This is an optimization exercise on Yosys and OpenROAD, whose aim is small area, not a production implementation. In this exercise RTL edits were held to simulation tests only and were not proved equivalent to the original.

Design grbl_stepper, start of the top module:
module grbl_stepper (
    input  wire        clk,
    input  wire        rst,
    input  wire [5:0]  cfg_invert_mask,
    input  wire        cfg_invert_enable,
    input  wire [15:0] cfg_accel_period,
    input  wire [31:0] cfg_min_rate,
    input  wire        tick,
    input  wire        pulse_reset,
    input  wire        cmd_valid,
    input  wire [7:0]  cmd,
    input  wire [3:0]  seg_head,
    input  wire [2:0]  blk_head,
    output reg  [6:0]  mem_addr,
    input  wire [31:0] mem_rdata,
    output reg  [5:0]  pins,
    output reg         disable_line,
    output reg         tick_enabled,
    output reg  [1:0]  run_state,
    output reg         cycle_stop,
    output reg  [3:0]  fault,
    output reg  [3:0]  seg_tail,
    output reg  [2:0]  blk_tail,
    output reg  [31:0] pos_x,
    output reg  [31:0] pos_y,
    output reg  [31:0] pos_z
);
clock: 12.5 ns
lec_check: 0
cap_margin: 20
core_margin: 2
core_utilization: 40
slew_margin: 20
standard.sh (not shown) runs the stock make flow with config.mk's settings and CLKGATE_MAP_FILE= SYNTH_SCRIPT=/design/flow/synth_recipe.tcl, a recipe that flattens the netlist after the stock synthesis.
==> flow/flow/run.sh <==
#!/bin/bash
# Standard ORFS layout with two changes: the port buffers are the smallest
# buffer cell (repair may still upsize them), and the clock tree is built
# from smaller clock buffers with larger sink clusters and no dummy loads.
set -euo pipefail
export BUFFER_PORTS_ARGS="-buffer_cell sky130_fd_sc_hd__buf_1"
export CTS_ARGS="-sink_clustering_enable -repair_clock_nets -buf_list {sky130_fd_sc_hd__clkbuf_8} -sink_clustering_size 12 -sink_clustering_max_diameter 60 -dont_use_dummy_load"
bash standard.sh > standard.log 2>&1
The baseline completed without violations.
Edit:
==> flow/flow/run.sh (replaced) <==
#!/bin/bash
# Standard ORFS layout with two changes: the port buffers are the smallest
# buffer cell (repair may still upsize them), and the clock tree is built
# from smaller clock buffers with larger sink clusters and no dummy loads.
set -euo pipefail
export BUFFER_PORTS_ARGS="-buffer_cell sky130_fd_sc_hd__buf_1"
export CTS_ARGS="-sink_clustering_enable -repair_clock_nets -buf_list {sky130_fd_sc_hd__clkbuf_4 sky130_fd_sc_hd__clkbuf_8} -sink_clustering_size 16 -sink_clustering_max_diameter 50 -dont_use_dummy_load"
bash standard.sh > standard.log 2>&1
ABC_AREA = 1   (was not set)
CAP_MARGIN = 0   (was 20)
SLEW_MARGIN = 0   (was 20)
=> Final cell count rose by roughly a tenth; non-clock buffer count came out lower by 2; global-route usage went up by 0.70 points; cell area is lower slightly; fmax falls by a few percent; worst setup slack is worse by 0.58 ns; count of clock-buffer cells in the layout increases by 1; via count went up by a few percent.
Edit:
ABC_AREA = not set   (was 1)
CAP_MARGIN = 20   (was 0)
SLEW_MARGIN = 20   (was 0)
Effect: Final area went up by 0.86%; routed wire length goes down by 1.8%; setup slack improves by 0.52 ns; hold slack improved by 0.047 ns.
Edit:
ABC_AREA = 1   (was not set)
Global-route usage went up by 0.84 points.
Register-to-register slack got worse by 1.4 ns.
Hold slack got worse by 0.042 ns.

* * *

build 51:
grbl_stepper, a different RTL version from the one above (not shown whole).
Size: about 16,000 µm² of cells after synthesis.
==> flow/design.v (excerpt) <==
module grbl_stepper (
    input  wire        clk,
    input  wire        rst,
    input  wire [5:0]  cfg_invert_mask,
    input  wire        cfg_invert_enable,
    input  wire [15:0] cfg_accel_period,
    input  wire [31:0] cfg_min_rate,
    input  wire        tick,
    input  wire        pulse_reset,
    input  wire        cmd_valid,
    input  wire [7:0]  cmd,
    input  wire [3:0]  seg_head,
    input  wire [2:0]  blk_head,
    output reg  [6:0]  mem_addr,
    input  wire [31:0] mem_rdata,
    output reg  [5:0]  pins,
    output reg         disable_line,
    output reg         tick_enabled,
    output reg  [1:0]  run_state,
    output reg         cycle_stop,
    output reg  [3:0]  fault,
    output reg  [3:0]  seg_tail,
    output reg  [2:0]  blk_tail,
    output reg  [31:0] pos_x,
    output reg  [31:0] pos_y,
    output reg  [31:0] pos_z
);
    localparam N = 10;
    localparam RS_IDLE = 2'd0, RS_QUEUED = 2'd1, RS_RUNNING = 2'd2, RS_HOLD = 2'd3;
    localparam RAMP_CRUISE = 2'd0, RAMP_ACCEL = 2'd1, RAMP_DECEL = 2'd2;
    localparam F_NONE = 4'd0, F_ZERO_STEP = 4'd2, F_BAD_INDEX = 4'd3,
               F_RESERVED = 4'd4, F_NO_BLOCK = 4'd5, F_BAD_BLOCK = 4'd6,
               F_RESET_RUN = 4'd7, F_CONFIG = 4'd9;
    localparam C_INIT = 8'h01, C_RESET = 8'h02, C_WAKE_UP = 8'h03,
               C_GO_IDLE = 8'h04, C_CYCLE_START = 8'h05, C_FEED_HOLD = 8'h06,
               C_REINIT = 8'h07, C_QUEUE = 8'h09, C_CLEAR_STOP = 8'h0A;
    localparam ST_IDLE = 3'd0,   
               ST_SEG  = 3'd1,   
               ST_BLK  = 3'd2,   
  ...
clock: 12.5 ns
lec_check: 0
abc_area: 1
cap_margin: 0
core_margin: 2
core_utilization: 40
slew_margin: 0
==> flow/flow/run.sh <==
#!/bin/bash
# Standard ORFS layout with two changes: the port buffers are the smallest
# buffer cell (repair may still upsize them), and the clock tree is built
# from smaller clock buffers with larger sink clusters and no dummy loads.
set -euo pipefail
export BUFFER_PORTS_ARGS="-buffer_cell sky130_fd_sc_hd__buf_1"
export CTS_ARGS="-sink_clustering_enable -repair_clock_nets -buf_list {sky130_fd_sc_hd__clkbuf_4 sky130_fd_sc_hd__clkbuf_8} -sink_clustering_size 16 -sink_clustering_max_diameter 50 -dont_use_dummy_load"
bash standard.sh > standard.log 2>&1
What trial 42 does differently from build 51 at the input level:
==> flow/flow/run.sh <==
#!/bin/bash
# Standard ORFS layout with three changes:
# - after synthesis, OpenROAD's restructure re-maps the combinational logic
#   for area (with a copy of the library that leaves out the don't-use cells);
# - the port buffers are the smallest buffer cell (repair may upsize them);
# - the clock tree uses smaller buffers, larger sink clusters, no dummy loads.
set -euo pipefail
export BUFFER_PORTS_ARGS="-buffer_cell sky130_fd_sc_hd__buf_1"
export CTS_ARGS="-sink_clustering_enable -repair_clock_nets -buf_list {sky130_fd_sc_hd__clkbuf_4 sky130_fd_sc_hd__clkbuf_8} -sink_clustering_size 16 -sink_clustering_max_diameter 50 -dont_use_dummy_load"
bash standard.sh synth > synth.log 2>&1
python3 flow/filter_lib.py "$FLOW_HOME/platforms/sky130hd/lib/sky130_fd_sc_hd__tt_025C_1v80.lib" \
    restructure.lib 'sky130_fd_sc_hd__lpflow_*' 'sky130_fd_sc_hd__probe*' > filter_lib.log 2>&1
mkdir -p restructure_work
openroad -no_init -exit flow/restructure.tcl > restructure.log 2>&1
touch "orfs/results/$FLOW_PLATFORM/grbl_stepper/base/1_synth.sdc"
bash standard.sh > standard.log 2>&1
==> flow/flow/filter_lib.py (new file) <==
#!/usr/bin/env python3
# Copy a liberty file without the named cells (shell-style patterns).
import fnmatch, re, sys
src, dst = sys.argv[1], sys.argv[2]
pats = sys.argv[3:]
text = open(src).read()
out = []
pos = 0
for m in re.finditer(r'\n\s*cell\s*\(\s*"?([\w]+)"?\s*\)\s*\{', text):
    if m.start() < pos:
        continue
    name = m.group(1)
    if not any(fnmatch.fnmatch(name, p) for p in pats):
        continue
    # find the matching closing brace
    depth = 0
    i = m.end() - 1
    while True:
        c = text[i]
        if c == '{':
            depth += 1
        elif c == '}':
            depth -= 1
            if depth == 0:
                break
        i += 1
    out.append(text[pos:m.start()])
    pos = i + 1
out.append(text[pos:])
open(dst, 'w').write(''.join(out))
==> flow/flow/restructure.tcl (new file) <==
# Area recovery on the synthesized netlist: OpenROAD's restructure re-maps
# the combinational logic with ABC for area (registers are kept as they are).
set res orfs/results/$::env(FLOW_PLATFORM)/grbl_stepper/base
read_liberty $::env(FLOW_HOME)/platforms/sky130hd/lib/sky130_fd_sc_hd__tt_025C_1v80.lib
read_db $res/1_synth.odb
read_sdc $res/1_synth.sdc
source $::env(FLOW_HOME)/platforms/sky130hd/setRC.tcl
report_design_area
restructure -target area -liberty_file restructure.lib \
    -tielo_port sky130_fd_sc_hd__conb_1/LO -tiehi_port sky130_fd_sc_hd__conb_1/HI \
    -work_dir restructure_work -abc_logfile restructure_abc.log
report_design_area
report_wns
write_db $res/1_synth.odb
Findings:
Trial 42 vs. build 51: clock insertion delay at the later pin of the skew report roughly the same, largest fanout on the critical path higher, global-route wire length before repair lower, via count of the routed design lower. Looking only at sequential share of layout area, and setting everything else aside, the lower value of build 51 and trial 42 goes to build 51.

static timing again, ports no longer ideal:
Ports are ideal in the flow. The routed layouts listed here were re-timed in OpenROAD.
Step 1: set_driving_cell puts a clkbuf_16 on clk and a buf_2 on each other input, an assumption about the parent block.
Step 2, shift: input delay + t, output delay - t, t = (earliest + latest rising clock arrival at the registers) / 2. This alone moves slack from input paths to output paths.
Slacks: ideal ports / drivers / drivers and shift; pairs: ideal ports / drivers.
| run | t (ns) | slack for setup (ns) | hold WS [ns] | clock arrival spread, ns | slew at the worst register clock pin (ns) |
|---|---|---|---|---|---|
| the first run of note 1 | 0.623 | 3.335 / 3.360 / 2.737 | 0.289 / 0.289 / 0.289 | 0.104 / 0.104 | 0.09 / 0.09 |
| the second run of note 1 | 0.647 | 2.756 / 2.770 / 2.123 | 0.265 / 0.265 / 0.265 | 0.094 / 0.094 | 0.10 / 0.10 |
| the third run of note 1 | 0.638 | 3.278 / 3.305 / 2.667 | 0.311 / 0.311 / 0.311 | 0.103 / 0.103 | 0.10 / 0.10 |
| the fourth run of note 1 | 0.641 | 2.988 / 3.007 / 2.366 | 0.269 / 0.269 / 0.269 | 0.110 / 0.110 | 0.10 / 0.10 |
| build 51 | 0.635 | 2.243 / 2.258 / 1.623 | 0.280 / 0.280 / 0.280 | 0.085 / 0.085 | 0.10 / 0.10 |
| trial 42 | 0.623 | 0.649 / 0.674 / 0.051 | 0.307 / 0.307 / 0.307 | 0.071 / 0.071 | 0.10 / 0.10 |
After both steps setup and hold are still met in every run listed. For the second run of note 1, which loses most, drivers alone change the setup slack by +0.014 ns; drivers and shift together by -0.633 ns.
